Background: an optimization exercise with open tools, aiming at small area, a short achievable clock period and few clock cycles. Do not read the settings as production practice.
In this exercise RTL edits were held to simulation tests only and were not proved equivalent to the original.
No activity file was given, so power comes from the tool's default toggle rates.

--- flow/design.v ---
module rtcc_gf_mul (
    input  wire [7:0] a,
    input  wire [7:0] b,
    input  wire [5:0] mh,
    output reg  [7:0] p
);
    integer i, j;
    reg [14:0] c;
    function [7:0] red(input [14:0] x, input integer mm, input [8:0] poly);
        integer q;
        reg [14:0] y;
        begin
            y = x;
            for (q = 14; q >= mm; q = q - 1)
                if (q <= 2 * mm - 2 && y[q]) y = y ^ ({6'd0, poly} << (q - mm));
            red = y[7:0];
        end
    endfunction
    always @* begin
        c = 15'd0;
        for (i = 0; i < 8; i = i + 1)
            for (j = 0; j < 8; j = j + 1)
                c[i + j] = c[i + j] ^ (a[i] & b[j]);
        p = ({8{mh[0]}} & red(c, 3, 9'h00b)) | ({8{mh[1]}} & red(c, 4, 9'h013)) |
            ({8{mh[2]}} & red(c, 5, 9'h025)) | ({8{mh[3]}} & red(c, 6, 9'h043)) |
            ({8{mh[4]}} & red(c, 7, 9'h089)) | ({8{mh[5]}} & red(c, 8, 9'h11d));
    end
endmodule
module rtcc_gf_cmul #(parameter integer K = 1) (
    input  wire [7:0] v,
    input  wire [5:0] mh,
    output reg  [7:0] p
);
    function [7:0] f(input [7:0] x, input integer mm, input [8:0] poly);
        integer j;
        reg [8:0] y;
        reg [7:0] z;
        begin
            z = x;
            for (j = 0; j < (K < 0 ? -K : K); j = j + 1) begin
                if (K > 0) begin
                    y = {z, 1'b0};
                    if (y[mm]) y = y ^ poly;
                    z = y[7:0];
                end else begin
                    y = {1'b0, z};
                    if (z[0]) y = y ^ poly;
                    z = y[8:1];
                end
            end
            f = z;
        end
    endfunction
    always @* begin
        p = ({8{mh[0]}} & f(v, 3, 9'h00b)) | ({8{mh[1]}} & f(v, 4, 9'h013)) |
            ({8{mh[2]}} & f(v, 5, 9'h025)) | ({8{mh[3]}} & f(v, 6, 9'h043)) |
            ({8{mh[4]}} & f(v, 7, 9'h089)) | ({8{mh[5]}} & f(v, 8, 9'h11d));
    end
endmodule
module rtcc_gf_sq (
    input  wire [7:0] v,
    input  wire [5:0] mh,
    output reg  [7:0] p
);
    function [7:0] f(input [7:0] x, input integer mm, input [8:0] poly);
        integer q;
        reg [14:0] y;
        begin
            y = 15'd0;
            for (q = 0; q < 8; q = q + 1) y[2 * q] = x[q];
            for (q = 14; q >= mm; q = q - 1)
                if (q <= 2 * mm - 2 && y[q]) y = y ^ ({6'd0, poly} << (q - mm));
            f = y[7:0];
        end
    endfunction
    always @* begin
        p = ({8{mh[0]}} & f(v, 3, 9'h00b)) | ({8{mh[1]}} & f(v, 4, 9'h013)) |
            ({8{mh[2]}} & f(v, 5, 9'h025)) | ({8{mh[3]}} & f(v, 6, 9'h043)) |
            ({8{mh[4]}} & f(v, 7, 9'h089)) | ({8{mh[5]}} & f(v, 8, 9'h11d));
    end
endmodule
module rtcc_rsdec (
    input  wire       clk,
    input  wire       rst,
    input  wire [3:0] cfg_m,
    input  wire [3:0] cfg_r,
    input  wire [7:0] cfg_n,
    input  wire       in_valid,
    output wire       in_ready,
    input  wire [7:0] in_sym,
    output reg        cor_valid,
    output reg  [7:0] cor_pos,
    output reg  [7:0] cor_val,
    output reg        done,
    output reg        res_fail,
    output reg  [1:0] res_reason,
    output reg  [3:0] res_ncorr,
    output reg  [3:0] res_degl,
    output reg  [3:0] res_len
);
    integer i;
    genvar g;
    reg  [7:0] a_cnt;
    reg  [5:0] a_mh;             
    reg  [3:0] a_r;
    reg  [7:0] a_n;
    reg  [7:0] as [0:7];
    reg        in_rdy;
    reg        q_full;
    reg  [5:0] q_mh;
    reg  [3:0] q_r;
    reg  [7:0] q_n;
    reg  [7:0] qs [0:7];
    reg        q2_full;
    reg  [5:0] q2_mh;
    reg  [3:0] q2_r;
    reg  [7:0] q2_n;
    reg  [7:0] q2s [0:7];
    assign in_ready = in_rdy;
    wire accept  = in_valid && in_rdy;
    wire a_first = (a_cnt == 8'd0);
    wire a_last  = !a_first && (a_cnt + 8'd1 == a_n);
    wire a_last1 = a_first ? (cfg_n == 8'd2) : (a_cnt + 8'd2 == a_n);
    wire [7:0] as_mul [0:7];
    generate
        for (g = 0; g < 8; g = g + 1) begin : g_as
            rtcc_gf_cmul #(.K(g + 1)) u_c (.v(as[g]), .mh(a_mh), .p(as_mul[g]));
        end
    endgenerate
    localparam S_IDLE = 0;
    localparam S_BMT  = 1;       
    localparam S_BMI  = 2;       
    localparam S_CK   = 3;       
    localparam S_CH1  = 4;       
    localparam S_OM   = 5;       
    localparam S_CH2I = 6;       
    localparam S_CH2  = 7;       
    localparam S_FN   = 8;       
    localparam S_TR   = 9;       
    localparam S_TR2  = 10;      
    localparam S_TR3  = 11;      
    reg  [11:0] st;
    reg  [5:0] p_mh;
    reg  [3:0] p_r;
    reg  [7:0] p_n;
    reg  [7:0] ps   [0:7];       
    reg  [7:0] lam  [0:8];       
    reg  [7:0] bp   [0:8];       
    reg  [7:0] bm_b, bm_d, dacc, lnq;
    reg  [3:0] bm_L, bm_Ln, bm_s, bm_t, bm_tl, idx, bidx;
    reg  [7:0] o1a, o2a, o3b;    
    reg        bm_lok, bm_lc, bval, pend;
    reg  [3:0] dl;               
    reg  [7:0] xe;               
    reg  [8:0] rN, rn;           
    reg  [3:0] vm, im;           
    reg  [3:0] cin, call;
    reg        fast;
    reg        c1v, c1eN, c1en;   
    reg  [3:0] c1mi, c1ma;      
    reg  [3:0] r2m;              
    reg  [7:0] r2odd [0:3];
    reg  [7:0] r2xe, r2pb;
    reg  [3:0] emitted;
    reg  [3:0] ok, olim;
    reg  [3:0] oi0, oi1, oi2;
    reg  [2:0] os0, os1, os2;
    reg  [2:0] ov;
    reg        olast;
    reg  [3:0] fk, fi;
    reg        fh;
    wire p_take = st[S_IDLE] && q_full;
    wire [7:0] nmax = {p_mh[5], p_mh[5] | p_mh[4], |p_mh[5:3], |p_mh[5:2], |p_mh[5:1], 3'b111};
    wire [3:0] m_m1 = {1'b0, |p_mh[5:2], p_mh[0] | p_mh[1] | p_mh[4] | p_mh[5],
                       p_mh[1] | p_mh[3] | p_mh[5]};       
    wire [7:0] trmask = {2'b00, p_mh[5] | p_mh[3], 1'b0, p_mh[1] | p_mh[2], 2'b00,
                         p_mh[0] | p_mh[2] | p_mh[4]};     
    reg [3:0] deg_l;
    always @* begin
        deg_l = 4'd0;
        for (i = 1; i <= 8; i = i + 1)
            if (lam[i] != 8'd0) deg_l = i;
    end
    reg q_zero;
    always @* begin
        q_zero = 1'b1;
        for (i = 0; i < 8; i = i + 1)
            if (i < q_r && qs[i] != 8'd0) q_zero = 1'b0;
    end
    reg  [7:0] m1a, m1b, m2a, m2b, m3a, m3b;
    wire [7:0] m1p, m2p, m3p;
    rtcc_gf_mul u_m1 (.a(m1a), .b(m1b), .mh(p_mh), .p(m1p));
    rtcc_gf_mul u_m2 (.a(m2a), .b(m2b), .mh(p_mh), .p(m2p));
    rtcc_gf_mul u_m3 (.a(m3a), .b(m3b), .mh(p_mh), .p(m3p));
    wire [7:0] sqp;
    rtcc_gf_sq  u_sq (.v(m2p), .mh(p_mh), .p(sqp));
    wire [7:0] l1 [1:8];         
    wire [7:0] l2 [1:4];         
    wire [7:0] l3 [1:4];         
    wire [7:0] l4 [1:4];         
    generate
        for (g = 1; g <= 8; g = g + 1) begin : g_l1
            rtcc_gf_cmul #(.K(-g)) u_c (.v(bp[g]), .mh(p_mh), .p(l1[g]));
        end
        for (g = 1; g <= 4; g = g + 1) begin : g_l234
            rtcc_gf_cmul #(.K(-2 * g)) u_c2 (.v(bp[g]), .mh(p_mh), .p(l2[g]));
            rtcc_gf_cmul #(.K(-3 * g)) u_c3 (.v(bp[g]), .mh(p_mh), .p(l3[g]));
            rtcc_gf_cmul #(.K(-4 * g)) u_c4 (.v(bp[g]), .mh(p_mh), .p(l4[g]));
        end
    endgenerate
    wire [7:0] xe1, xe4, ta1, ta2, ta3;
    rtcc_gf_cmul #(.K(-1)) u_xe1 (.v(xe), .mh(p_mh), .p(xe1));
    rtcc_gf_cmul #(.K(-4)) u_xe4 (.v(xe), .mh(p_mh), .p(xe4));
    rtcc_gf_cmul #(.K(-1)) u_ta1 (.v(8'd1), .mh(p_mh), .p(ta1));
    rtcc_gf_cmul #(.K(-2)) u_ta2 (.v(8'd1), .mh(p_mh), .p(ta2));
    rtcc_gf_cmul #(.K(-3)) u_ta3 (.v(8'd1), .mh(p_mh), .p(ta3));
    reg [7:0] lv   [0:3];        
    reg [7:0] lodd [0:3];        
    reg [3:0] lroot;
    always @* begin
        lv[0]   = lam[0] ^ bp[1] ^ bp[2] ^ bp[3] ^ bp[4] ^ bp[5] ^ bp[6] ^ bp[7] ^ bp[8];
        lodd[0] = bp[1] ^ bp[3] ^ bp[5] ^ bp[7];
        lv[1]   = lam[0] ^ l1[1] ^ l1[2] ^ l1[3] ^ l1[4];
        lodd[1] = l1[1] ^ l1[3];
        lv[2]   = lam[0] ^ l2[1] ^ l2[2] ^ l2[3] ^ l2[4];
        lodd[2] = l2[1] ^ l2[3];
        lv[3]   = lam[0] ^ l3[1] ^ l3[2] ^ l3[3] ^ l3[4];
        lodd[3] = l3[1] ^ l3[3];
        for (i = 0; i < 4; i = i + 1) begin
            lroot[i] = (lv[i] == 8'd0) && vm[i];
        end
    end
    wire [3:0] cin_n  = cin + c1mi[0] + c1mi[1] + c1mi[2] + c1mi[3];
    wire [3:0] call_n = call + c1ma[0] + c1ma[1] + c1ma[2] + c1ma[3];
    wire [8:0] step   = fast ? 9'd4 : 9'd1;
    wire [8:0] rN_n   = (rN > step) ? rN - step : 9'd0;
    wire [8:0] rn_n   = (rn > step) ? rn - step : 9'd0;
    wire [3:0] vm_n   = {fast && rN_n > 9'd3, fast && rN_n > 9'd2, fast && rN_n > 9'd1,
                         rN_n != 9'd0};
    wire [3:0] im_n   = {rn_n > 9'd3, rn_n > 9'd2, rn_n > 9'd1, rn_n != 9'd0};
    reg  [1:0] rj;
    always @* begin
        if      (r2m[0]) rj = 2'd0;
        else if (r2m[1]) rj = 2'd1;
        else if (r2m[2]) rj = 2'd2;
        else             rj = 2'd3;
    end
    reg  [7:0] tabj;
    always @* begin
        case (rj)
        2'd0:    tabj = 8'd1;
        2'd1:    tabj = ta1;
        2'd2:    tabj = ta2;
        default: tabj = ta3;
        endcase
    end
    wire [7:0] lnew = m1p ^ m2p;
    wire [7:0] dfin = dacc ^ (pend ? m3p : 8'd0);
    wire       lc   = (dfin != 8'd0) && bm_lok;
    wire [7:0] osum = dacc ^ (ov[0] ? m1p : 8'd0) ^ (ov[1] ? m2p : 8'd0) ^ (ov[2] ? m3p : 8'd0);
    wire [3:0] ok_n = ok - 4'd1;
    wire [3:0] olim_n = (ok_n < dl) ? ok_n : dl;
    always @* begin
        m1a = 8'd0; m1b = 8'd0;
        m2a = 8'd0; m2b = 8'd0;
        m3a = 8'd0; m3b = 8'd0;
        case (1'b1)
        st[S_BMT], st[S_BMI], st[S_OM]: begin
            m1a = o1a;                m1b = bm_b;
            m2a = o2a;                m2b = bm_d;
            m3a = lnq;                m3b = o3b;
        end
        st[S_CH2]: begin
            m1a = r2xe;               m1b = tabj;
        end
        st[S_FN]: begin
            m1a = dacc ^ o1a;         m1b = bm_b;
            m2a = lnq;                m2b = bm_d;
            m3a = dacc;               m3b = lnq;
        end
        st[S_TR]: begin
            m2a = lnq;                m2b = bm_d;
        end
        st[S_TR2]: begin
            m1a = lam[0];             m1b = lam[2];
            m3a = lnq;                m3b = lnq;
        end
        st[S_TR3]: begin
            m1a = dacc;               m1b = lnq;
        end
        default: ;
        endcase
    end
    function [7:0] lam_at(input [3:0] k);
        lam_at = (k <= 4'd8) ? lam[k] : 8'd0;
    endfunction
    function [7:0] bsh_at(input [3:0] k, input [3:0] sh);    
        bsh_at = (k >= sh) ? bp[k - sh] : 8'd0;
    endfunction
    reg  [3:0] la_i, lb_i, lc_i, bb_i;
    reg        bb_v;
    reg  [2:0] p0_i, p1_i, p2_i;
    always @* begin
        la_i = 4'd0; lb_i = 4'd1; lc_i = 4'd2;
        p0_i = p_r[2:0] - 3'd1;
        p1_i = p_r[2:0] - 3'd2;
        p2_i = p_r[2:0] - 3'd3;
        bb_i = bm_L - bm_s;
        bb_v = (bm_L >= bm_s);
        if (st[S_BMT]) la_i = bm_L;
        if (st[S_BMI]) begin
            la_i = idx - 4'd1;
            bb_i = bidx - 4'd1;
            bb_v = bval && (bidx != 4'd0);
            p2_i = bm_t[2:0] + 3'd1 - idx[2:0];
        end
        if (st[S_OM]) begin
            if (olast) begin
                p0_i = ok_n[2:0];
                p1_i = ok_n[2:0] - 3'd1;
                p2_i = ok_n[2:0] - 3'd2;
            end else begin
                la_i = oi0 + 4'd3;
                lb_i = oi1 + 4'd3;
                lc_i = oi2 + 4'd3;
                p0_i = os0 - 3'd3;
                p1_i = os1 - 3'd3;
                p2_i = os2 - 3'd3;
            end
        end
        if (st[S_FN]) p0_i = fk[2:0] - 3'd1;
    end
    wire [7:0] la_v = lam_at(la_i);
    wire [7:0] lb_v = lam_at(lb_i);
    wire [7:0] lc_v = lam_at(lc_i);
    wire [7:0] bb_v8 = bb_v ? bp[bb_i] : 8'd0;
    wire [7:0] p0_v = ps[p0_i];
    wire [7:0] p1_v = ps[p1_i];
    wire [7:0] p2_v = ps[p2_i];
    wire q2_mv  = q2_full && (!q_full || p_take);
    wire q_busy = q2_full && !q2_mv;
    always @(posedge clk) begin
        cor_valid <= 1'b0;
        done      <= 1'b0;
        begin
            in_rdy <= (accept && a_last) || !(q_busy && (a_last || a_last1));
            q2_full <= q_busy || (accept && a_last);
            q_full  <= (q_full && !p_take) || q2_mv;
            if (q2_mv) begin
                for (i = 0; i < 8; i = i + 1) qs[i] <= q2s[i];
                q_mh <= q2_mh;
                q_r  <= q2_r;
                q_n  <= q2_n;
            end
            if (accept) begin
                a_cnt <= a_last ? 8'd0 : a_cnt + 8'd1;
                if (a_first) begin
                    a_mh <= {cfg_m == 4'd8, cfg_m == 4'd7, cfg_m == 4'd6,
                             cfg_m == 4'd5, cfg_m == 4'd4, cfg_m == 4'd3};
                    a_r  <= cfg_r;
                    a_n  <= cfg_n;
                end
                for (i = 0; i < 8; i = i + 1)
                    as[i] <= a_first ? in_sym : (as_mul[i] ^ in_sym);
                if (a_last) begin
                    for (i = 0; i < 8; i = i + 1) q2s[i] <= as_mul[i] ^ in_sym;
                    q2_mh <= a_mh;
                    q2_r  <= a_r;
                    q2_n  <= a_n;
                end
            end
            case (1'b1)
            st[S_IDLE]: begin
                if (q_full) begin
                    if (q_zero) begin
                        done       <= 1'b1;
                        res_fail   <= 1'b0;
                        res_reason <= 2'd0;
                        res_ncorr  <= 4'd0;
                        res_degl   <= 4'd0;
                        res_len    <= 4'd0;
                    end else begin
                        for (i = 0; i < 8; i = i + 1) ps[i] <= qs[i];
                        p_mh <= q_mh;
                        p_r  <= q_r;
                        p_n  <= q_n;
                        for (i = 0; i <= 8; i = i + 1) begin
                            lam[i] <= (i == 0) ? 8'd1 : 8'd0;
                            bp[i]  <= (i == 0) ? 8'd1 : 8'd0;
                        end
                        bm_b   <= 8'd1;
                        bm_L   <= 4'd0;
                        bm_s   <= 4'd1;
                        bm_t   <= 4'd0;
                        bm_tl  <= 4'd1;
                        bm_lok <= 1'b1;
                        dacc   <= qs[0];
                        pend   <= 1'b0;
                        st     <= 12'd1 << S_BMT;
                    end
                end
            end
            st[S_BMT]: begin
                if (bm_t == p_r) begin
                    st <= 12'd1 << S_CK;
                end else begin
                    bm_d  <= dfin;
                    bm_lc <= lc;
                    if (lc) begin
                        bm_Ln <= bm_tl;
                        idx   <= bm_tl;
                        bidx  <= bm_tl - bm_s;
                        bval  <= (bm_tl >= bm_s);
                        o1a   <= 8'd0;       
                        o2a   <= bsh_at(bm_tl, bm_s);
                    end else begin
                        bm_Ln <= bm_L;
                        idx   <= bm_L;
                        bidx  <= bm_L - bm_s;
                        bval  <= (bm_L >= bm_s);
                        o1a   <= la_v;
                        o2a   <= bb_v8;
                    end
                    dacc <= 8'd0;
                    pend <= 1'b0;
                    st   <= 12'd1 << S_BMI;
                end
            end
            st[S_BMI]: begin
                lam[idx] <= lnew;
                if (bm_lc) bp[idx] <= o1a;
                dacc <= dfin;
                lnq  <= lnew;
                o3b  <= p2_v;
                o1a  <= la_v;
                o2a  <= bb_v8;
                pend <= (bm_t + 4'd1 < p_r) && (idx <= bm_t + 4'd1);
                bidx <= bidx - 4'd1;
                bval <= bval && (bidx != 4'd0);
                if (idx == 4'd0) begin
                    bm_t   <= bm_t + 4'd1;
                    bm_tl  <= bm_t + 4'd2 - bm_Ln;
                    bm_lok <= ({bm_Ln, 1'b0} <= {1'b0, bm_t} + 5'd1);
                    if (bm_lc) begin
                        bm_b <= bm_d;
                        bm_s <= 4'd1;
                    end else begin
                        bm_s <= bm_s + 4'd1;
                    end
                    bm_L <= bm_Ln;
                    st   <= 12'd1 << S_BMT;
                end else begin
                    idx <= idx - 4'd1;
                end
            end
            st[S_CK]: begin
                dl <= deg_l;
                if (deg_l != bm_L) begin
                    done       <= 1'b1;
                    res_fail   <= 1'b1;
                    res_reason <= 2'd1;
                    res_ncorr  <= 4'd0;
                    res_degl   <= deg_l;
                    res_len    <= bm_L;
                    st         <= 12'd1 << S_IDLE;
                end else if (deg_l == 4'd1) begin
                    fast  <= 1'b1;
                    ok    <= p_r - 4'd1;
                    olim  <= (p_r - 4'd1 < 4'd1) ? p_r - 4'd1 : 4'd1;
                    oi0   <= 4'd0;
                    oi1   <= 4'd1;
                    oi2   <= 4'd2;
                    os0   <= p_r[2:0] - 3'd1;
                    os1   <= p_r[2:0] - 3'd2;
                    os2   <= p_r[2:0] - 3'd3;
                    ov    <= {1'b0, p_r != 4'd1, 1'b1};
                    olast <= 1'b1;
                    dacc  <= 8'd0;
                    o1a   <= lam[0];
                    bm_b  <= p0_v;
                    o2a   <= lam[1];
                    bm_d  <= p1_v;
                    lnq   <= lam[2];
                    o3b   <= p2_v;
                    st    <= 12'd1 << S_OM;
                end else begin
                    for (i = 1; i <= 8; i = i + 1) bp[i] <= lam[i];
                    rN   <= {1'b0, nmax};
                    rn   <= {1'b0, p_n};
                    vm   <= {deg_l <= 4'd4, deg_l <= 4'd4, deg_l <= 4'd4, 1'b1};
                    im   <= {p_n > 8'd3, p_n > 8'd2, 2'b11};
                    cin  <= 4'd0;
                    call <= 4'd0;
                    c1v  <= 1'b0;
                    fast <= (deg_l <= 4'd4);
                    st   <= 12'd1 << S_CH1;
                end
            end
            st[S_CH1]: begin
                c1v   <= 1'b1;
                c1mi  <= lroot & im;
                c1ma  <= lroot;
                c1eN  <= (rN_n == 9'd0);
                c1en  <= (rn_n == 9'd0);
                rN    <= rN_n;
                rn    <= rn_n;
                vm    <= vm_n;
                im    <= im_n;
                if (fast) begin
                    for (i = 1; i <= 4; i = i + 1) bp[i] <= l4[i];
                end else begin
                    for (i = 1; i <= 8; i = i + 1) bp[i] <= l1[i];
                end
                if (c1v) begin
                    cin  <= cin_n;
                    call <= call_n;
                    if (cin_n == dl) begin
                        ok    <= p_r - 4'd1;
                        olim  <= (p_r - 4'd1 < dl) ? p_r - 4'd1 : dl;
                        oi0   <= 4'd0;
                        oi1   <= 4'd1;
                        oi2   <= 4'd2;
                        os0   <= p_r[2:0] - 3'd1;
                        os1   <= p_r[2:0] - 3'd2;
                        os2   <= p_r[2:0] - 3'd3;
                        ov    <= {(p_r - 4'd1 < dl ? p_r - 4'd1 : dl) >= 4'd2,
                                  (p_r - 4'd1 < dl ? p_r - 4'd1 : dl) >= 4'd1, 1'b1};
                        olast <= ((p_r - 4'd1 < dl ? p_r - 4'd1 : dl) <= 4'd2);
                        dacc  <= 8'd0;
                        o1a   <= lam[0];
                        bm_b  <= p0_v;
                        o2a   <= lam[1];
                        bm_d  <= p1_v;
                        lnq   <= lam[2];
                        o3b   <= p2_v;
                        st    <= 12'd1 << S_OM;
                    end else if (call_n == dl || c1eN || (dl == 4'd1 && c1en)) begin
                        done       <= 1'b1;
                        res_fail   <= 1'b1;
                        res_reason <= (call_n == dl || dl == 4'd1) ? 2'd2 : 2'd1;
                        res_ncorr  <= 4'd0;
                        res_degl   <= dl;
                        res_len    <= bm_L;
                        st         <= 12'd1 << S_IDLE;
                    end else if (dl == 4'd2 && c1en) begin
                        if (lam[1] == 8'd0) begin
                            done       <= 1'b1;
                            res_fail   <= 1'b1;
                            res_reason <= 2'd1;
                            res_ncorr  <= 4'd0;
                            res_degl   <= dl;
                            res_len    <= bm_L;
                            st         <= 12'd1 << S_IDLE;
                        end else begin
                            bm_d <= lam[1];
                            lnq  <= 8'd1;
                            fi   <= m_m1;
                            st   <= 12'd1 << S_TR;
                        end
                    end
                end
            end
            st[S_TR]: begin
                lnq <= sqp;
                fi  <= fi - 4'd1;
                if (fi == 4'd1) st <= 12'd1 << S_TR2;
            end
            st[S_TR2]: begin
                dacc <= m1p;
                lnq  <= m3p;
                st   <= 12'd1 << S_TR3;
            end
            st[S_TR3]: begin
                done       <= 1'b1;
                res_fail   <= 1'b1;
                res_reason <= (^(m1p & trmask)) ? 2'd1 : 2'd2;
                res_ncorr  <= 4'd0;
                res_degl   <= dl;
                res_len    <= bm_L;
                st         <= 12'd1 << S_IDLE;
            end
            st[S_OM]: begin
                if (olast) begin
                    ps[ok[2:0]] <= osum;
                    dacc <= 8'd0;
                    if (ok == 4'd0) begin
                        st <= 12'd1 << S_CH2I;
                    end else begin
                        ok    <= ok_n;
                        olim  <= olim_n;
                        oi0   <= 4'd0;
                        oi1   <= 4'd1;
                        oi2   <= 4'd2;
                        os0   <= ok_n[2:0];
                        os1   <= ok_n[2:0] - 3'd1;
                        os2   <= ok_n[2:0] - 3'd2;
                        ov    <= {olim_n >= 4'd2, olim_n >= 4'd1, 1'b1};
                        olast <= (olim_n <= 4'd2);
                        o1a   <= lam[0];
                        bm_b  <= p0_v;
                        o2a   <= lam[1];
                        bm_d  <= p1_v;
                        lnq   <= lam[2];
                        o3b   <= p2_v;
                    end
                end else begin
                    dacc  <= osum;
                    oi0   <= oi0 + 4'd3;
                    oi1   <= oi1 + 4'd3;
                    oi2   <= oi2 + 4'd3;
                    os0   <= os0 - 3'd3;
                    os1   <= os1 - 3'd3;
                    os2   <= os2 - 3'd3;
                    ov    <= {oi2 + 4'd3 <= olim, oi1 + 4'd3 <= olim, oi0 + 4'd3 <= olim};
                    olast <= (oi2 + 4'd3 >= olim);
                    o1a   <= la_v;
                    bm_b  <= p0_v;
                    o2a   <= lb_v;
                    bm_d  <= p1_v;
                    lnq   <= lc_v;
                    o3b   <= p2_v;
                end
            end
            st[S_CH2I]: begin
                for (i = 1; i <= 8; i = i + 1) bp[i] <= lam[i];
                xe      <= 8'd1;
                rN      <= {1'b0, nmax};
                rn      <= {1'b0, p_n};
                vm      <= {fast, fast, fast, 1'b1};
                im      <= {p_n > 8'd3, p_n > 8'd2, 2'b11};
                r2m     <= 4'd0;
                emitted <= 4'd0;
                st      <= 12'd1 << S_CH2;
            end
            st[S_CH2]: begin
                if (r2m != 4'd0) begin
                    bm_b    <= m1p;
                    bm_d    <= r2odd[rj];
                    cor_pos <= r2pb - {6'd0, rj};
                    r2m     <= r2m & ~(4'd1 << rj);
                    dacc    <= 8'd0;
                    lnq     <= 8'd1;
                    fk      <= p_r - 4'd1;
                    o1a     <= p0_v;
                    fh      <= 1'b1;
                    fi      <= m_m1;
                    st      <= 12'd1 << S_FN;
                end else if (!im[0]) begin
                    done       <= 1'b1;
                    res_fail   <= 1'b1;
                    res_reason <= 2'd2;
                    res_ncorr  <= 4'd0;
                    res_degl   <= dl;
                    res_len    <= bm_L;
                    st         <= 12'd1 << S_IDLE;
                end else begin
                    r2m  <= lroot & im;
                    for (i = 0; i < 4; i = i + 1) r2odd[i] <= lodd[i];
                    r2xe <= xe;
                    r2pb <= rn[7:0] - 8'd1;
                    rN   <= rN_n;
                    rn   <= rn_n;
                    vm   <= vm_n;
                    im   <= im_n;
                    xe   <= fast ? xe4 : xe1;
                    if (fast) begin
                        for (i = 1; i <= 4; i = i + 1) bp[i] <= l4[i];
                    end else begin
                        for (i = 1; i <= 8; i = i + 1) bp[i] <= l1[i];
                    end
                end
            end
            st[S_FN]: begin
                if (fh) begin
                    dacc <= m1p;
                    o1a  <= p0_v;
                    if (fk == 4'd0) fh <= 1'b0;
                    else            fk <= fk - 4'd1;
                end
                if (fi != 4'd0) begin
                    lnq <= sqp;
                    fi  <= fi - 4'd1;
                end
                if (!fh && fi == 4'd0) begin
                    cor_valid <= 1'b1;
                    cor_val   <= m3p;
                    emitted   <= emitted + 4'd1;
                    if (emitted + 4'd1 == dl) begin
                        done       <= 1'b1;
                        res_fail   <= 1'b0;
                        res_reason <= 2'd0;
                        res_ncorr  <= dl;
                        res_degl   <= dl;
                        res_len    <= bm_L;
                        st         <= 12'd1 << S_IDLE;
                    end else begin
                        st <= 12'd1 << S_CH2;
                    end
                end
            end
            default: st <= 12'd1 << S_IDLE;
            endcase
        end
        if (rst) begin
            a_cnt     <= 8'd0;
            in_rdy    <= 1'b1;
            q_full    <= 1'b0;
            q2_full   <= 1'b0;
            st        <= 12'd1 << S_IDLE;
            cor_valid <= 1'b0;
            done      <= 1'b0;
        end
    end
endmodule
--- flow/run.sh ---
#!/bin/bash
# synth_recipe.tcl (not shown) runs the flow's synth.tcl, then flattens the netlist and writes it again
# the make line also repeats each setting of config.mk as NAME=value (left out here)
make -C /OpenROAD-flow-scripts/flow DESIGN_CONFIG=/design/flow/config.mk WORK_HOME=/design/flow/orfs CLKGATE_MAP_FILE= SYNTH_SCRIPT=/design/flow/synth_recipe.tcl finish
--- flow/config.mk ---
export PLATFORM = sky130hd
export DESIGN_NAME = rtcc_rsdec
export DESIGN_NICKNAME = rtcc_rsdec
export VERILOG_FILES = /design/flow/design.v
export SDC_FILE = /design/flow/constraint.sdc
export NUM_CORES = 4
export LEC_CHECK = 0
export CAP_MARGIN = 20
export CORE_MARGIN = 2
export CORE_UTILIZATION = 30
export PLACE_DENSITY = 0.4
export SLEW_MARGIN = 20
--- flow/constraint.sdc ---
create_clock -name core_clock -period 18.0 [get_ports {clk}]
set_input_delay 3.6000 -clock core_clock [delete_from_list [all_inputs] [get_ports {clk}]]
set_output_delay 3.6000 -clock core_clock [all_outputs]
set_load 0.01 [all_outputs]
==> implementation parameters, run 1 <==
Parameter                              Value

Clocking
  CTS tree ... done
  Cell at the root of the clock tree ... clkbuf_16
  Setup Fix Bufs, Post-CTS ... 0
  TritonCTS buffer count ... roughly 110
  Max H-tree Level ... 3
  Count of instances resized after the clock tree is built ... 0
  Clock transition at the register clock pins on the worst setup and hold paths after CTS ... approximately 60 ps
  Clock sink count ... just over 800
  Worst-case clock buffer depth ... 3
  Clock Latency Late Sink ... 800 ps
  Post-cts hold buffer count ... 0

Synthesis
  Portion of synthesized cell area occupied by the leading cell type ... 0.377
  Combined area of all synthesized cells ... about 64,000 um^2
  Most frequent cell after synthesis ... nand2_1
  Synth async-reset ratio ... 0
  Most instantiated cells after synthesis ... nand2_1, edfxtp_1, xnor2_1
  Most used DFF post-synth ... edfxtp_1
  Synthesized instance count ... 6,647
  Number of flops mapped to enable cells by yosys ... between 800 and 900
  Syn nets ... a little under 7,000
  Cell type with the highest aggregate area in the netlist ... edfxtp_1
  Total of flip-flops plus latches after synthesis ... between 800 and 900
  Sequential area share after synthesis ... 0.385
  Main area contributors after synthesis ... edfxtp_1, xnor2_1, xor2_1
  Number of different library cells in the post-synthesis netlist ... around 110
  Yosys synthesis warning count ... 34
  Avg Synthesized Cell Area ... 9.62 um^2

STA
  Shortest clock period the worst path allows after layout ... between 6000 and 7000 ps
  Aggregate negative setup slack ... 0 ps
  Number of pins exceeding their max-slew limit in the final report ... 0
  Portion of the clock cycle consumed by the worst path in the final layout ... 0.383
  Worst Max-Slew Pin Slew ... 1140 ps
  Clk_skew ... roughly 70 ps
  Fin. Hold Viols ... 0
  Normalized max-slew margin ... 0.232
  RSZ-0062 raised after global routing ... no
  Worst Hold Slack ... 375 ps
  Timing-limited maximum frequency ... around 140 MHz
  Setup-failing EPs final ... 0
  Final Worst Setup Slack ... 11,100 ps

Detailed routing
  Antenna viol nets, final ... 0
  Wirelength per Cell ... slightly above 30 um
  Detail-routed via count per cell ... ~5.7
  First-iteration detailed-routing DRC count ... approximately 6,600
  Router iterations before antenna repair ... 8
  Vias ... 53,969
  DRC violations left ... 0
  Overall routed net length ... approximately 290,000 um

Die
  Area inside the core boundary ... 212,000 um^2
  Die height ... between 400 and 500 um
  Effective utilization at floorplan ... 0.302
  Number of top-level pins ... 61
  Chip width ... roughly 470 um
  Total Die Area ... 217,000 um^2
  Placement row count ... ~170

Layout
  Total Nets Final ... roughly 6,600
  Relative area change from synthesis to final layout ... 11.6%
  Fraction of layout instances using a drive strength above 1 ... 0.0996

Critical path
  Slowest stage cell on the critical path ... a221oi_2
  Req. time, crit path ... ~19,000 ps
  Chain of cells forming the critical path ... buf_4, or3_2, buf_4, nor2_2, a221oi_2, nor2_1, xnor2_1, xnor2_1, xnor3_1, xor2_1, o221a_2, a221oi_1, nor2_1, xnor2_2, inv_2, a221o_1
  Maximum fanout count along the critical path ... between 70 and 80
  Family of cells with the greatest summed delay on the critical path ... XOR/XNOR gates
  Setup crit start kind ... flop
  Class of the most critical setup path ... flop to flop
  WP data arrival ... ~7400 ps
  Critical path buffer and inverter count ... 3
  Element type at the critical path end ... flop
  Longest individual stage delay on the worst path ... about 800 ps

Power and ir drop
  P_leak ... around 25 nW
  Total power density per cell area ... 67.4 nW/um^2
  Maximum VDD drop ... slightly below 80 uV

Global routing
  Initial antenna violation count ... 8
  Sum of overflow across all layers after global routing ... 0
  Wire length of the first global-routing pass ... between 400,000 and 500,000 um
  Vias in the first global route ... just over 50,000
  Maximum number of pins on one net before global-route repair ... about 110
  Global Route Usage Sum ... 0.258

Placed design
  Pre-CTS setup slack ... 11,120 ps
  Placed wire-length estimate after detailed placement ... slightly above 200,000 um
  Count of buffers inserted at the top-level ports ... 60
  Global placer's final weighted congestion ... about 0.94

Job
  Max-capacitance violation count ... 0

Run status
  Outcome ... no timing/DRC/antenna violations

Hold path
  Worst min-delay path class ... flop to flop
[metrics by stage]
step | power, mW | util | area [um^2] | cells
2_1_floorplan | 2.50 | - | 64000 | 6647
5_1_grt | 4.97 | 0.337 | 71400 | 9389
3_3_place_gp | 2.61 | 0.319 | 67700 | 9188
4_1_cts | 4.86 | 0.337 | 71400 | 9385
3_5_place_dp | 2.61 | 0.320 | 67800 | 9191
6_report | 4.81 | 0.337 | 71400 | 9393
[worst paths after layout]
path / start / end / slack, ps / cells past startpoint
worst max-delay path: st[5]$_SDFFE_PP0P_ / lnq[0]$_DFFE_PP_ / 11100 / 16
worst min register to register: q2s[0][6]$_DFFE_PP_ / qs[0][6]$_DFFE_PP_ / 380 / 0
worst max register to register: st[5]$_SDFFE_PP0P_ / lnq[0]$_DFFE_PP_ / 11100 / 16
worst min-delay path: q2s[0][6]$_DFFE_PP_ / qs[0][6]$_DFFE_PP_ / 380 / 0
[state kept, by name (all words and copies together) (netlist names), 9 cells and up]
signal,count
as,64
st,12
qs,64
bp,128
ps,64
r2odd,32
lam,72
rn,9
q2s,64
rN,9
[cell type report]
type / instances / area (um^2)
inverters: 147 / 553
clock inverters: 71 / 871
flip-flops and latches: 828 / 24600
fillers: 21652 / 141000
well taps: 2821 / 3530
clock buffers: 123 / 2720
diodes: 6 / 15.0
multi-input cells: 5135 / 37000
repair buffers: 262 / 2130
[power by group]
group	switching, mW	leakage [nW]	internal [mW]	total, mW
logic	0.226	15.7	0.153	0.379
registers	0.0518	7.50	2.14	2.19
clock network	0.965	1.69	1.28	2.24
total	1.24	24.9	3.57	4.81
[cell families (layout without fill, tap and decap cells)]
family / after synthesis / in the layout / synth area share
xor+xnor: 1338 / 1338 / 0.197
mux: 237 / 237 / 0.0552
simple gates: 1884 / 1884 / 0.132
fa+ha+maj: 96 / 96 / 0.0200
flops: 828 / 828 / 0.385
other cells: 0 / 6 / 0
buf+inv: 684 / 603 / 0.0414
compound gates: 1580 / 1580 / 0.169
[placed cells by master, fill, tap and decap left out, types with 24 or more instances in the layout]
cell	Yosys	routed
nand3_1	132	132
mux2_2	65	65
mux4_2	85	85
nor4_1	51	46
a311oi_1	24	24
nor2_1	487	480
nor2b_1	65	64
nor3_1	74	71
a31oi_1	69	68
a22oi_1	155	154
and3_1	24	24
ha_1	86	85
a221oi_1	77	77
o21ai_0	351	346
clkinv_1	5	26
a21oi_1	316	312
a221o_1	44	44
a222oi_1	63	63
xnor3_1	40	40
a21o_1	28	27
o2111ai_1	24	24
edfxtp_1	803	803
o211ai_1	50	50
inv_1	141	138
and2_1	63	63
a211oi_1	118	118
buf_4	7	196
mux2i_1	83	80
o22ai_1	28	28
xnor2_1	699	696
clkbuf_16	0	106
or3_1	30	29
o21ai_1	26	26
clkdlybuf4s50_1	0	60
nand2b_1	38	38
xor2_1	568	566
nand4_1	29	29
nand2_1	804	801
[layer usage]
| layer | track usage | share of wire |
|---|---|---|
| met1 | 0.374 | 0.45 |
| met2 | 0.389 | 0.43 |
| met3 | 0.0376 | 0.073 |
| met4 | 0.0901 | 0.038 |
| met5 | 0 | 0 |
Testbench counts, summed over its fixed seeds: cycles 17,921.
==> run 2: changes to the inputs <==
--- a/flow/design.v
+++ b/flow/design.v
@@ -263,31 +263,5 @@
     always @* begin
-        m1a = 8'd0; m1b = 8'd0;
-        m2a = 8'd0; m2b = 8'd0;
-        m3a = 8'd0; m3b = 8'd0;
-        case (1'b1)
-        st[S_BMT], st[S_BMI], st[S_OM]: begin
-            m1a = o1a;                m1b = bm_b;
-            m2a = o2a;                m2b = bm_d;
-            m3a = lnq;                m3b = o3b;
-        end
-        st[S_CH2]: begin
-            m1a = r2xe;               m1b = tabj;
-        end
-        st[S_FN]: begin
-            m1a = dacc ^ o1a;         m1b = bm_b;
-            m2a = lnq;                m2b = bm_d;
-            m3a = dacc;               m3b = lnq;
-        end
-        st[S_TR]: begin
-            m2a = lnq;                m2b = bm_d;
-        end
-        st[S_TR2]: begin
-            m1a = lam[0];             m1b = lam[2];
-            m3a = lnq;                m3b = lnq;
-        end
-        st[S_TR3]: begin
-            m1a = dacc;               m1b = lnq;
-        end
-        default: ;
-        endcase
+        m1a = st[S_CH2] ? r2xe : o1a;   m1b = st[S_CH2] ? tabj : bm_b;
+        m2a = o2a;                      m2b = bm_d;
+        m3a = lnq;                      m3b = o3b;
     end
@@ -555,3 +529,5 @@
                             bm_d <= lam[1];
-                            lnq  <= 8'd1;
+                            o2a  <= 8'd1;
+                            o1a  <= lam[0];
+                            bm_b <= lam[2];
                             fi   <= m_m1;
@@ -563,3 +539,5 @@
             st[S_TR]: begin
+                o2a <= sqp;
                 lnq <= sqp;
+                o3b <= sqp;
                 fi  <= fi - 4'd1;
@@ -568,4 +546,4 @@
             st[S_TR2]: begin
-                dacc <= m1p;
-                lnq  <= m3p;
+                o1a  <= m1p;         
+                bm_b <= m3p;         
                 st   <= 12'd1 << S_TR3;
@@ -636,10 +614,9 @@
                 if (r2m != 4'd0) begin
-                    bm_b    <= m1p;
-                    bm_d    <= r2odd[rj];
+                    bm_b    <= m1p;              
+                    bm_d    <= r2odd[rj];        
                     cor_pos <= r2pb - {6'd0, rj};
                     r2m     <= r2m & ~(4'd1 << rj);
-                    dacc    <= 8'd0;
-                    lnq     <= 8'd1;
+                    o2a     <= 8'd1;             
                     fk      <= p_r - 4'd1;
-                    o1a     <= p0_v;
+                    o1a     <= p0_v;             
                     fh      <= 1'b1;
@@ -674,8 +651,12 @@
                 if (fh) begin
-                    dacc <= m1p;
-                    o1a  <= p0_v;
-                    if (fk == 4'd0) fh <= 1'b0;
-                    else            fk <= fk - 4'd1;
+                    if (fk == 4'd0) begin
+                        o3b <= m1p;
+                        fh  <= 1'b0;
+                    end else begin
+                        o1a <= m1p ^ p0_v;
+                        fk  <= fk - 4'd1;
+                    end
                 end
                 if (fi != 4'd0) begin
+                    o2a <= sqp;
                     lnq <= sqp;
==> flow/flow/run.sh (new file) <==
#!/bin/bash
# Standard ORFS layout (the standard.sh, with its synthesis unchanged). The timing repair
# steps are asked to leave a larger setup margin, and may resize cells to any footprint.
# The tools' output goes to flow.log in this folder.
set -euo pipefail
ARGS=$(cat flow/repair_args.txt)
bash standard.sh $ARGS finish > flow.log 2>&1
==> flow/flow/repair_args.txt (new file) <==
SETUP_SLACK_MARGIN=13 MATCH_CELL_FOOTPRINT=0
==> flow/standard.sh (new file) <==
#!/bin/bash
# synth_recipe.tcl (not shown) runs the flow's synth.tcl, then flattens the netlist and writes it again
# the make line also repeats each setting of config.mk as NAME=value (left out here)
make -C /OpenROAD-flow-scripts/flow DESIGN_CONFIG=/design/flow/config.mk WORK_HOME=/design/flow/orfs CLKGATE_MAP_FILE= SYNTH_SCRIPT=/design/flow/synth_recipe.tcl "${@:-finish}"
--- a/flow/config.mk
+++ b/flow/config.mk
@@ -9,4 +9,4 @@
 export CORE_MARGIN = 2
-export CORE_UTILIZATION = 30
-export PLACE_DENSITY = 0.4
+export CORE_UTILIZATION = 50
+export PLACE_DENSITY = 0.65
 export SLEW_MARGIN = 20
removed: flow/run.sh
==> implementation parameters, run 2 <==
Parameter                              Value

Global routing
  Vias in the first global route ... roughly 51,000
  Wire length of the first global-routing pass ... 354,000 um
  Global Route Usage Sum ... 0.367
  Maximum number of pins on one net before global-route repair ... approximately 70
  Initial antenna violation count ... 17
  Sum of overflow across all layers after global routing ... 0

Critical path
  Setup crit start kind ... flop
  WP data arrival ... 5480 ps
  Class of the most critical setup path ... flop to flop
  Worst setup startpoint ... st[2]$_SDFFE_PP0P_
  Maximum fanout count along the critical path ... 32
  RR Startpoint ... st[2]$_SDFFE_PP0P_
  Element type at the critical path end ... flop
  Req. time, crit path ... approximately 18,000 ps

STA
  Fin. Hold Viols ... 0
  Final Worst Setup Slack ... about 13,000 ps
  Aggregate negative setup slack ... 0 ps
  Worst Hold Slack ... between 400 and 500 ps
  Number of pins exceeding their max-slew limit in the final report ... 0
  Worst Max-Slew Pin Slew ... roughly 1200 ps
  Normalized max-slew margin ... 0.226
  RSZ-0062 raised after global routing ... yes
  Timing-limited maximum frequency ... 200 MHz
  Shortest clock period the worst path allows after layout ... between 5000 and 6000 ps
  Clk_skew ... 60.2 ps
  Setup-failing EPs final ... 0
  Portion of the clock cycle consumed by the worst path in the final layout ... 0.278

Synthesis
  Most instantiated cells after synthesis ... edfxtp_1, nand2_1, xnor2_1
  Largest family of logic cells by synthesized area ... XOR/XNOR gates
  Synthesized instance count ... between 6,000 and 7,000
  Sequential area share after synthesis ... 0.389
  Cell type with the highest aggregate area in the netlist ... edfxtp_1
  Syn nets ... approximately 6,600
  Yosys synthesis warning count ... 34
  Number of different library cells in the post-synthesis netlist ... 115
  Mux cell area share after synthesis ... 0.0742
  Area share of fa/ha/maj cells after synthesis ... 0.0201
  Avg Synthesized Cell Area ... ~9.8 um^2
  Main area contributors after synthesis ... edfxtp_1, xnor2_1, xor2_1
  Simple-gate share of the synthesized area ... 0.133
  Combined area of all synthesized cells ... roughly 63,000 um^2
  Xor and xnor area share after synthesis ... 0.199
  Compound-cell area share of the yosys netlist ... 0.144
  Most used DFF post-synth ... edfxtp_1
  Most frequent cell after synthesis ... edfxtp_1
  Total of flip-flops plus latches after synthesis ... a little over 800
  Number of flops mapped to enable cells by yosys ... 805
  Synth async-reset ratio ... 0
  Portion of synthesized cell area occupied by the leading cell type ... 0.381

Layout
  Most common cell after layout, fill and taps aside ... edfxtp_1
  Post-Route Utilization ... 0.559
  Total Nets Final ... around 6,500
  Relative area change from synthesis to final layout ... 10.9%
  Register containing the most flip-flops in the final layout ... bp
  Fraction of layout instances using a drive strength above 1 ... 0.123
  Max reg flops ... roughly 130
  Largest registers in the final layout ... bp x128, lam x74
  Commonest cells after routing, fill and taps aside ... edfxtp_1, nand2_1, xnor2_1

Power and ir drop
  Maximum VDD drop ... between 70 and 80 uV
  Total power density per cell area ... approximately 66 nW/um^2
  P_leak ... about 25 nW

Hold path
  Hold Startpoint ... q_n[3]$_DFFE_PP_
  Worst min-delay path class ... flop to flop

Detailed routing
  First-iteration detailed-routing DRC count ... approximately 7,700
  Overall routed net length ... between 200,000 and 250,000 um
  Antenna viol nets, final ... 0
  DRC violations left ... 0
  Top layer used by detailed routing ... met5
  Metal1 wirelength ... 92,000 um
  Met2 Wirelength ... 107,000 um
  Router iterations before antenna repair ... 7
  Routed length on met3 ... slightly below 30,000 um
  Vias ... around 54,000
  Detail-routed via count per cell ... around 6.7
  Wirelength per Cell ... roughly 30 um

Die
  Area inside the core boundary ... 126,000 um^2
  Total Die Area ... about 130,000 um^2
  Placement row count ... 130
  Number of top-level pins ... around 60
  Effective utilization at floorplan ... 0.504
  Chip width ... about 360 um
  Die height ... about 360 um

Run status
  Outcome ... no timing/DRC/antenna violations

Clocking
  Clock Latency Late Sink ... roughly 750 ps
  Clock transition at the register clock pins on the worst setup and hold paths after CTS ... approximately 60 ps
  Cell at the root of the clock tree ... clkbuf_16
  Clock sink count ... between 800 and 900
  CTS tree ... done
  Max H-tree Level ... 3
  Worst-case clock buffer depth ... 3
  Post-cts hold buffer count ... 0
  TritonCTS buffer count ... 94

Job
  Max-capacitance violation count ... 0

Placed design
  Placed wire-length estimate after detailed placement ... about 180,000 um
  Pre-CTS setup slack ... 11,390 ps
  Global placer's final weighted congestion ... approximately 1.1
  Count of buffers inserted at the top-level ports ... 60
[run 2: metal layers]
layer	global-route usage	up-vias
met4	0.215	20
met2	0.550	3668
met1	0.481	26134
met5	0	-
li1	-	23110
met3	0.0922	817
[run 2: layout make-up]
cell class                 count  area, um^2
antenna                        6        15.0
clock inverter                69         918
sequential                   830       24700
clock buffer                 109        2410
tap                         1650        2060
timing repair buffer         306        2820
multi-input combinational   4967       36900
fill                       10954       55400
timing repair inverter         1        5.00
inverter                     134         522
[run 2: where the power goes]
group | internal, mW | total, mW | switching [mW] | leakage (nW)
Clock | 1.21 | 2.09 | 0.881 | 1.60
Combinational | 0.155 | 0.366 | 0.211 | 16.2
Sequential | 2.14 | 2.19 | 0.0505 | 7.54
[run 2: repair_timing]
| item | CTS | global route |
|---|---|---|
| pin swaps | 12 | 16 |
| setup endpoints to repair | 320 | 213 |
| resized for setup | 114 | 54 |
| gates cloned | 3 | 1 |
| setup buffers | 30 | 46 |
[run 2: through the flow]
step / instance area [um^2] / std cells / total power [mW]
6_report: 70300 / 8072 / 4.65
4_1_cts: 69600 / 8018 / 4.65
2_1_floorplan: 63400 / 6449 / 2.50
3_5_place_dp: 65500 / 7807 / 2.59
3_3_place_gp: 65500 / 7807 / 2.58
5_1_grt: 70300 / 8066 / 4.77
[run 2: worst max-delay path: stages, from the launching register on]
cell and delay [ps]:
dfxtp_2 480, buf_4 480, clkinv_2 580, o21ai_4 280, buf_4 510, mux4_2 580, nor2b_1 140, a211oi_1 810
a21oi_1 230, a221oi_1 300, o21a_1 210, a211oi_1 70
[run 2: worst paths after layout]
kind	to	slack, ps	cells past startpoint
worst min register to register	p_n[3]$_DFFE_PP_	420	0
worst min-delay path	p_n[3]$_DFFE_PP_	420	0
worst max-delay path	o2a[1]$_DFFE_PP_	13000	11
worst max register to register	o2a[1]$_DFFE_PP_	13000	11
[run 2: cell families after synthesis]
family / after synthesis
AND/OR/NAND/NOR: 1915
AO/OA/AOI/OAI: 1343
XOR/XNOR: 1320
flip-flops: 830
buffers and inverters: 652
multiplexers: 293
adder cells (fa/ha/maj): 96
Testbench counts of run 2, summed over its fixed seeds: cycles 17,921.
==> run 3: changes to the inputs <==
--- a/flow/config.mk
+++ b/flow/config.mk
@@ -9,4 +9,4 @@
 export CORE_MARGIN = 2
-export CORE_UTILIZATION = 50
-export PLACE_DENSITY = 0.65
+export CORE_UTILIZATION = 30
+export PLACE_DENSITY = 0.4
 export SLEW_MARGIN = 20
==> implementation parameters, run 3 <==
Parameter                              Value

Global routing
  GR peak layer ... met2
  Met2 capacity usage during global routing ... 0.393
  Initial antenna violation count ... 24
  Maximum number of pins on one net before global-route repair ... between 90 and 100
  GR met1 Demand/Resource ... 0.366
  Sum of overflow across all layers after global routing ... 0
  Global routing met3 resource utilization ... 0.0420
  Wire length of the first global-routing pass ... ~400,000 um
  Vias in the first global route ... 50,932
  Global Route Usage Sum ... 0.257

Power and ir drop
  Maximum VDD drop ... ~74 uV
  Total power density per cell area ... slightly below 70 nW/um^2
  P_leak ... 25.9 nW

Critical path
  Slowest stage cell on the critical path ... edfxtp_1
  Maximum fanout count along the critical path ... 1
  Class of the most critical setup path ... flop to output port
  Logic depth of the worst path, buffers included ... 1
  Critical path buffer and inverter count ... 1
  Depth of the most critical reg-to-reg path ... 16
  Element type at the critical path end ... output port
  Req. time, crit path ... ~14,000 ps
  Family of cells with the greatest summed delay on the critical path ... flip-flops
  Chain of cells forming the critical path ... clkbuf_2
  WP data arrival ... roughly 1500 ps
  Longest individual stage delay on the worst path ... 520 ps
  Setup crit start kind ... flop

STA
  RSZ-0062 raised after global routing ... yes
  Clk_skew ... approximately 110 ps
  Setup-failing EPs final ... 0
  Fin. Hold Viols ... 0
  Worst Max-Slew Pin Slew ... 1070 ps
  Timing-limited maximum frequency ... between 150 and 200 MHz
  Number of pins exceeding their max-slew limit in the final report ... 0
  Shortest clock period the worst path allows after layout ... 5080 ps
  Aggregate negative setup slack ... 0 ps
  Portion of the clock cycle consumed by the worst path in the final layout ... 0.282
  Normalized max-slew margin ... 0.282

Die
  Die height ... between 400 and 500 um
  Chip width ... 464 um
  Placement row count ... between 150 and 200
  Number of top-level pins ... 61
  Effective utilization at floorplan ... 0.302
  Area inside the core boundary ... ~210,000 um^2
  Total Die Area ... 215,000 um^2

Hold path
  Worst min-delay path class ... flop to flop
  Min-Delay Path Depth ... 0

Layout
  Finished Layout Cells ... 9,341
  Most common cell after layout, fill and taps aside ... edfxtp_1
  Commonest cells after routing, fill and taps aside ... edfxtp_1, nand2_1, xnor2_1
  Total of fill cells in the finished design ... approximately 21,000
  Area used by multi-input combinational logic ... roughly 37,000 um^2
  Register containing the most flip-flops in the final layout ... bp
  Max reg flops ... between 100 and 150
  Sequential cell area in the final layout ... about 25,000 um^2
  Fraction of layout instances using a drive strength above 1 ... 0.147
  Total Nets Final ... ~6,600
  Largest registers in the final layout ... bp x128, lam x74
  Relative area change from synthesis to final layout ... 15.1%

Synthesis
  Main area contributors after synthesis ... edfxtp_1, xnor2_1, xor2_1
  Combined area of all synthesized cells ... approximately 63,000 um^2
  Number of different library cells in the post-synthesis netlist ... between 100 and 150
  Most used DFF post-synth ... edfxtp_1
  Most instantiated cells after synthesis ... edfxtp_1, nand2_1, xnor2_1
  Number of flops mapped to enable cells by yosys ... 805
  Most frequent cell after synthesis ... edfxtp_1
  Avg Synthesized Cell Area ... 9.83 um^2
  Yosys synthesis warning count ... 34
  Total of flip-flops plus latches after synthesis ... 830
  Synth async-reset ratio ... 0
  Portion of synthesized cell area occupied by the leading cell type ... 0.381
  Cell type with the highest aggregate area in the netlist ... edfxtp_1
  Synthesized instance count ... 6,449
  Sequential area share after synthesis ... 0.389
  Syn nets ... about 6,600

Run status
  Outcome ... no timing/DRC/antenna violations

Clocking
  Clock transition at the register clock pins on the worst setup and hold paths after CTS ... about 60 ps
  Clock Latency Late Sink ... ~820 ps
  Max H-tree Level ... 3
  Cell at the root of the clock tree ... clkbuf_16
  TritonCTS buffer count ... about 110
  CTS tree ... done
  Clock sink count ... 830
  Post-cts hold buffer count ... 0
  Worst-case clock buffer depth ... 3

Detailed routing
  Wirelength per Cell ... roughly 31 um
  Detail-routed via count per cell ... about 5.7
  Vias ... approximately 53,000
  First-iteration detailed-routing DRC count ... approximately 7,000
  DRC violations left ... 0
  Overall routed net length ... ~290,000 um
  Router iterations before antenna repair ... 6
  Antenna viol nets, final ... 0

Placed design
  Count of buffers inserted at the top-level ports ... 60
  Global placer's final weighted congestion ... 0.973
  Placed wire-length estimate after detailed placement ... between 200,000 and 250,000 um
  Number of placed instances with taps included ... ~9,000

Job
  Max-capacitance violation count ... 0
==> run 3: cell counts after synthesis <==
Identical to the previous run, type by type.
==> run 3: cell type report <==
class | count | share of cell area
repair buffers | 397 | 0.0462
flip-flops and latches | 830 | 0.338
inverters | 134 | 0.00710
diodes | 9 | 0.000308
clock inverters | 76 | 0.0143
clock buffers | 123 | 0.0376
well taps | 2805 | 0.0481
multi-input cells | 4967 | 0.508
==> run 3: final timing paths <==
check / startpoint / endpoint / slack [ps]
worst max-delay path: cor_val[3]$_DFFE_PP_ / cor_val[3] / 12920
worst min register to register: q2s[1][6]$_DFFE_PP_ / qs[1][6]$_DFFE_PP_ / 390
worst min-delay path: q2s[1][6]$_DFFE_PP_ / qs[1][6]$_DFFE_PP_ / 390
worst max register to register: st[7]$_SDFFE_PP0P_ / lnq[6]$_DFFE_PP_ / 13070
==> run 3: per-stage QoR <==
step | worst slack [ps] | total power, mW | hold slack (ps) | utilization | instance area [um^2]
CTS | 12820 | 4.97 | 383 | 0.343 | 72000
global route | 12840 | 5.07 | 401 | 0.348 | 73000
finish | 12920 | 4.92 | 391 | 0.348 | 73000
floorplan | 11490 | 2.50 | 400 | - | 63400
detailed placement | 11270 | 2.61 | 405 | 0.321 | 67300
global placement | 11370 | 2.61 | 403 | 0.320 | 67200
==> run 3: repair_timing <==
| action | in CTS | in global routing |
|---|---|---|
| buffers inserted | 64 | 66 |
| cloned | 2 | 3 |
| setup endpoints to repair | 339 | 198 |
| endpoints found under the hold margin | 0 | 0 |
| pin swaps | 19 | 16 |
| gates resized for setup | 146 | 65 |
==> run 3: cell families after synthesis <==
group | count (synthesis) | synth area share
AND/OR/NAND/NOR | 1915 | 0.133
AO/OA/AOI/OAI | 1343 | 0.144
XOR/XNOR | 1320 | 0.199
flip-flops | 830 | 0.389
buffers and inverters | 652 | 0.0400
multiplexers | 293 | 0.0742
adder cells (fa/ha/maj) | 96 | 0.0201
==> run 3: layer usage <==
layer  up-vias  part of all wire
li1      23308                 -
met1     27043              0.44
met2      2682              0.44
met3       450             0.081
met4         4             0.038
met5         -          0.000094
==> run 3: worst reg2reg max path, delay by kind of cell, from the launching register on <==
family,cells,cell delay (ps)
buffers and inverters,4,910
xor gates and xnor gates,4,1370
and+or+nand+nor,4,790
DFF,1,510
AOI/OAI and AO/OA,4,1070
==> run 3: report_power, final <==
group | switching [mW] | internal, mW
sequential | 0.0526 | 2.14
combinational | 0.226 | 0.155
clock | 0.970 | 1.38
==> run 4: changes to the inputs <==
--- a/flow/design.v
+++ b/flow/design.v
@@ -135,3 +135,2 @@
     localparam S_OM   = 5;       
-    localparam S_CH2I = 6;       
     localparam S_CH2  = 7;       
@@ -165,4 +164,4 @@
     reg  [3:0] ok, olim;
-    reg  [3:0] oi0, oi1, oi2;
-    reg  [2:0] os0, os1, os2;
+    reg  [3:0] oi0;              
+    reg  [2:0] os0;              
     reg  [2:0] ov;
@@ -171,3 +170,5 @@
     reg        fh;
-    wire p_take = st[S_IDLE] && q_full;
+    wire p_fin;
+    wire p_load = q_full && !q_zero && (st[S_IDLE] || p_fin);
+    wire p_take = (st[S_IDLE] && q_full) || p_load;
     wire [7:0] nmax = {p_mh[5], p_mh[5] | p_mh[4], |p_mh[5:3], |p_mh[5:2], |p_mh[5:1], 3'b111};
@@ -259,2 +260,9 @@
     wire       lc   = (dfin != 8'd0) && bm_lok;
+    wire       c1_go = (call_n == dl) || c1eN || (dl == 4'd1 && c1en);
+    assign p_fin = (st[S_CK] && deg_l != bm_L) ||
+                   (st[S_CH1] && c1v && cin_n != dl &&
+                    (c1_go || (dl == 4'd2 && c1en && lam[1] == 8'd0))) ||
+                   st[S_TR3] ||
+                   (st[S_CH2] && r2m == 4'd0 && !im[0]) ||
+                   (st[S_FN] && !fh && fi == 4'd0 && emitted + 4'd1 == dl);
     wire [7:0] osum = dacc ^ (ov[0] ? m1p : 8'd0) ^ (ov[1] ? m2p : 8'd0) ^ (ov[2] ? m3p : 8'd0);
@@ -297,7 +305,7 @@
                 la_i = oi0 + 4'd3;
-                lb_i = oi1 + 4'd3;
-                lc_i = oi2 + 4'd3;
+                lb_i = oi0 + 4'd4;
+                lc_i = oi0 + 4'd5;
                 p0_i = os0 - 3'd3;
-                p1_i = os1 - 3'd3;
-                p2_i = os2 - 3'd3;
+                p1_i = os0 - 3'd4;
+                p2_i = os0 - 3'd5;
             end
@@ -355,20 +363,2 @@
                         res_len    <= 4'd0;
-                    end else begin
-                        for (i = 0; i < 8; i = i + 1) ps[i] <= qs[i];
-                        p_mh <= q_mh;
-                        p_r  <= q_r;
-                        p_n  <= q_n;
-                        for (i = 0; i <= 8; i = i + 1) begin
-                            lam[i] <= (i == 0) ? 8'd1 : 8'd0;
-                            bp[i]  <= (i == 0) ? 8'd1 : 8'd0;
-                        end
-                        bm_b   <= 8'd1;
-                        bm_L   <= 4'd0;
-                        bm_s   <= 4'd1;
-                        bm_t   <= 4'd0;
-                        bm_tl  <= 4'd1;
-                        bm_lok <= 1'b1;
-                        dacc   <= qs[0];
-                        pend   <= 1'b0;
-                        st     <= 12'd1 << S_BMT;
                     end
@@ -424,3 +414,3 @@
                     bm_L <= bm_Ln;
-                    st   <= 12'd1 << S_BMT;
+                    st   <= (bm_t + 4'd1 == p_r) ? (12'd1 << S_CK) : (12'd1 << S_BMT);
                 end else begin
@@ -444,7 +434,3 @@
                     oi0   <= 4'd0;
-                    oi1   <= 4'd1;
-                    oi2   <= 4'd2;
                     os0   <= p_r[2:0] - 3'd1;
-                    os1   <= p_r[2:0] - 3'd2;
-                    os2   <= p_r[2:0] - 3'd3;
                     ov    <= {1'b0, p_r != 4'd1, 1'b1};
@@ -494,7 +480,3 @@
                         oi0   <= 4'd0;
-                        oi1   <= 4'd1;
-                        oi2   <= 4'd2;
                         os0   <= p_r[2:0] - 3'd1;
-                        os1   <= p_r[2:0] - 3'd2;
-                        os2   <= p_r[2:0] - 3'd3;
                         ov    <= {(p_r - 4'd1 < dl ? p_r - 4'd1 : dl) >= 4'd2,
@@ -564,3 +546,11 @@
                     if (ok == 4'd0) begin
-                        st <= 12'd1 << S_CH2I;
+                        for (i = 1; i <= 8; i = i + 1) bp[i] <= lam[i];
+                        xe      <= 8'd1;
+                        rN      <= {1'b0, nmax};
+                        rn      <= {1'b0, p_n};
+                        vm      <= {fast, fast, fast, 1'b1};
+                        im      <= {p_n > 8'd3, p_n > 8'd2, 2'b11};
+                        r2m     <= 4'd0;
+                        emitted <= 4'd0;
+                        st      <= 12'd1 << S_CH2;
                     end else begin
@@ -569,7 +559,3 @@
                         oi0   <= 4'd0;
-                        oi1   <= 4'd1;
-                        oi2   <= 4'd2;
                         os0   <= ok_n[2:0];
-                        os1   <= ok_n[2:0] - 3'd1;
-                        os2   <= ok_n[2:0] - 3'd2;
                         ov    <= {olim_n >= 4'd2, olim_n >= 4'd1, 1'b1};
@@ -586,9 +572,5 @@
                     oi0   <= oi0 + 4'd3;
-                    oi1   <= oi1 + 4'd3;
-                    oi2   <= oi2 + 4'd3;
                     os0   <= os0 - 3'd3;
-                    os1   <= os1 - 3'd3;
-                    os2   <= os2 - 3'd3;
-                    ov    <= {oi2 + 4'd3 <= olim, oi1 + 4'd3 <= olim, oi0 + 4'd3 <= olim};
-                    olast <= (oi2 + 4'd3 >= olim);
+                    ov    <= {oi0 + 4'd5 <= olim, oi0 + 4'd4 <= olim, oi0 + 4'd3 <= olim};
+                    olast <= (oi0 + 4'd5 >= olim);
                     o1a   <= la_v;
@@ -601,13 +583,2 @@
             end
-            st[S_CH2I]: begin
-                for (i = 1; i <= 8; i = i + 1) bp[i] <= lam[i];
-                xe      <= 8'd1;
-                rN      <= {1'b0, nmax};
-                rn      <= {1'b0, p_n};
-                vm      <= {fast, fast, fast, 1'b1};
-                im      <= {p_n > 8'd3, p_n > 8'd2, 2'b11};
-                r2m     <= 4'd0;
-                emitted <= 4'd0;
-                st      <= 12'd1 << S_CH2;
-            end
             st[S_CH2]: begin
@@ -684,2 +655,21 @@
         end
+        if (p_load) begin
+            for (i = 0; i < 8; i = i + 1) ps[i] <= qs[i];
+            p_mh <= q_mh;
+            p_r  <= q_r;
+            p_n  <= q_n;
+            for (i = 0; i <= 8; i = i + 1) begin
+                lam[i] <= (i == 0) ? 8'd1 : 8'd0;
+                bp[i]  <= (i == 0) ? 8'd1 : 8'd0;
+            end
+            bm_b   <= 8'd1;
+            bm_L   <= 4'd0;
+            bm_s   <= 4'd1;
+            bm_t   <= 4'd0;
+            bm_tl  <= 4'd1;
+            bm_lok <= 1'b1;
+            dacc   <= qs[0];
+            pend   <= 1'b0;
+            st     <= 12'd1 << S_BMT;
+        end
         if (rst) begin
--- a/flow/config.mk
+++ b/flow/config.mk
@@ -9,4 +9,4 @@
 export CORE_MARGIN = 2
-export CORE_UTILIZATION = 30
-export PLACE_DENSITY = 0.4
+export CORE_UTILIZATION = 50
+export PLACE_DENSITY = 0.65
 export SLEW_MARGIN = 20
==> implementation parameters, run 4 <==
Parameter                              Value

Layout
  Commonest cells after routing, fill and taps aside ... nand2_1, xnor2_1, edfxtp_1
  Max reg flops ... between 100 and 150
  Register containing the most flip-flops in the final layout ... bp
  Total Nets Final ... between 6,000 and 7,000
  Finished Layout Cells ... approximately 8,000
  Fraction of layout instances using a drive strength above 1 ... 0.123
  Largest registers in the final layout ... bp x128, lam x72
  Relative area change from synthesis to final layout ... 11.6%
  Most common cell after layout, fill and taps aside ... nand2_1

Clocking
  Post-cts hold buffer count ... 0
  CTS tree ... done
  Clock sink count ... around 800
  Clock transition at the register clock pins on the worst setup and hold paths after CTS ... 60 ps
  Cell at the root of the clock tree ... clkbuf_16
  Clock Latency Late Sink ... 740 ps
  Max H-tree Level ... 3

Global routing
  Global Route Usage Sum ... 0.390
  Sum of overflow across all layers after global routing ... 0
  Vias in the first global route ... 51,165
  Initial antenna violation count ... 6
  Maximum number of pins on one net before global-route repair ... 79

Synthesis
  Number of flops mapped to enable cells by yosys ... between 600 and 700
  Sequential area share after synthesis ... 0.373
  Total of flip-flops plus latches after synthesis ... 813
  Yosys synthesis warning count ... 34
  Most used DFF post-synth ... edfxtp_1
  Number of different library cells in the post-synthesis netlist ... between 100 and 150
  Cell type with the highest aggregate area in the netlist ... edfxtp_1
  Most instantiated cells after synthesis ... nand2_1, xnor2_1, edfxtp_1
  Avg Synthesized Cell Area ... roughly 9.6 um^2
  Main area contributors after synthesis ... edfxtp_1, xnor2_1, xor2_1
  Combined area of all synthesized cells ... 62,000 um^2
  Portion of synthesized cell area occupied by the leading cell type ... 0.331

STA
  Aggregate negative setup slack ... 0 ps
  Clk_skew ... 50.9 ps
  RSZ-0062 raised after global routing ... yes
  Fin. Hold Viols ... 0
  Timing-limited maximum frequency ... between 150 and 200 MHz
  Worst Hold Slack ... between 400 and 500 ps
  Worst Max-Slew Pin Slew ... 1220 ps
  Shortest clock period the worst path allows after layout ... roughly 5100 ps
  Setup-failing EPs final ... 0
  Portion of the clock cycle consumed by the worst path in the final layout ... 0.284

Power and ir drop
  Maximum VDD drop ... a little under 100 uV
  Total power density per cell area ... 68.0 nW/um^2
  Post-route total power ... ~4.7 mW
  P_leak ... 24.6 nW

Detailed routing
  DRC violations left ... 0
  Vias ... between 50,000 and 60,000
  First-iteration detailed-routing DRC count ... approximately 8,700
  Wirelength per Cell ... 31.5 um
  Overall routed net length ... between 200,000 and 300,000 um
  Router iterations before antenna repair ... 9

Die
  Die height ... approximately 360 um
  Chip width ... around 360 um
  Placement row count ... 129
  Area inside the core boundary ... about 120,000 um^2
  Total Die Area ... roughly 130,000 um^2
  Number of top-level pins ... between 60 and 70

Placed design
  Placed wire-length estimate after detailed placement ... about 180,000 um
  Placed standard-cell area ... approximately 64,000 um^2
  Global placer's final weighted congestion ... 1.07
  Count of buffers inserted at the top-level ports ... 60

Critical path
  WP data arrival ... roughly 5700 ps
  Longest individual stage delay on the worst path ... around 830 ps
  Slowest stage cell on the critical path ... nor3_1
  Maximum fanout count along the critical path ... 57
  Class of the most critical setup path ... flop to flop
  Chain of cells forming the critical path ... buf_6, inv_4, buf_4, nand2_1, a211oi_2, xor2_1, xnor2_1, xnor2_1, nand4_1, nor3_1, and2_1, a22oi_1, nor2_1
  Req. time, crit path ... 18,570 ps

Run status
  Outcome ... no timing/DRC/antenna violations
run 4: cell types whose count changed after synthesis, sizes merged, moves of 14 or more:
cell,change
edfxtp,-122
nor2,-122
dfxtp,+105
a211oi,+69
o21a,+51
xnor2,+47
clkbuf,+29
nand2,+29
mux2,-26
xor2,-25
a221o,-20
nor3,-17
a22oi,-15
nor2b,-14
run 4: final timing paths:
check | slack [ps] | end | cells after the start | start
setup reg to reg | 12890 | r2m[1]$_SDFFCE_PP0P_ | 13 | p_mh[3]$_DFFE_PP_
setup / recovery | 12890 | r2m[1]$_SDFFCE_PP0P_ | 13 | p_mh[3]$_DFFE_PP_
hold / removal | 410 | q2_r[0]$_DFFE_PP_ | 0 | a_r[0]$_DFFE_PP_
hold reg to reg | 410 | q2_r[0]$_DFFE_PP_ | 0 | a_r[0]$_DFFE_PP_
run 4: final cells by class:
cell class	instances	area [um^2]
fill	10910	54100
tap	1637	2050
antenna	9	22.5
clock inverter	59	782
multi-input combinational	4956	37100
clock buffer	114	2460
timing repair buffer	330	3120
inverter	135	541
sequential	813	23100
run 4: per-layer routing:
layer  vias up  wire, um  GRT usage
li1      23182         -          -
met1     26597     96000      0.520
met2      4104    107000      0.568
met3       840     32800      0.101
met4         6     18000      0.233
met5         -        41    0.00189
run 4: kinds of logic (layout without fill, tap and decap cells):
family          after synthesis  after routing  share of synthesized area
simple gates               1767           1767                      0.125
xor+xnor                   1339           1339                      0.204
buf+inv                     677            638                     0.0419
fa+ha+maj                    92             92                     0.0198
flops                       813            813                      0.373
compound gates             1477           1478                      0.162
mux                         280            280                     0.0737
other cells                   0              9                          0
run 4: per-stage QoR:
step                      setup slack (ps)   util
after floorplan                      11490      -
after global placement               11650  0.519
after detailed placement             11570  0.519
after CTS                            12960  0.553
after global routing                 12950  0.561
final                                12890  0.561
run 4: timing repair:
item	4_1_cts	5_1_grt
pin swaps	12	20
endpoints found under the hold margin	0	0
gates cloned	6	4
gates resized for setup	141	79
setup buffers	33	51
setup endpoints to repair	480	257
run 4: power breakdown:
part           internal, mW  total (mW)  leakage, nW  switching (mW)
registers              2.07        2.13         7.26          0.0535
clock network          1.17        2.02         1.55           0.847
logic                 0.235       0.558         15.8           0.323
run 4: worst max-delay path: cells and delay by family, from the launching register on:
kind	cells	cell delay [ps]
flip-flops	1	380
AO/OA/AOI/OAI	2	760
XOR/XNOR	3	730
AND/OR/NAND/NOR	5	1870
buffers and inverters	3	1100
Testbench counts of run 4, summed over its fixed seeds: cycles 17,661.

Check on run 4: ideal ports give 12.892 ns setup slack; a clkbuf_16 on the clock port and buf_2 on the inputs give 12.892 ns; moving port delays by the midpoint clock arrival (0.795 ns) as well gives 12.317 ns.
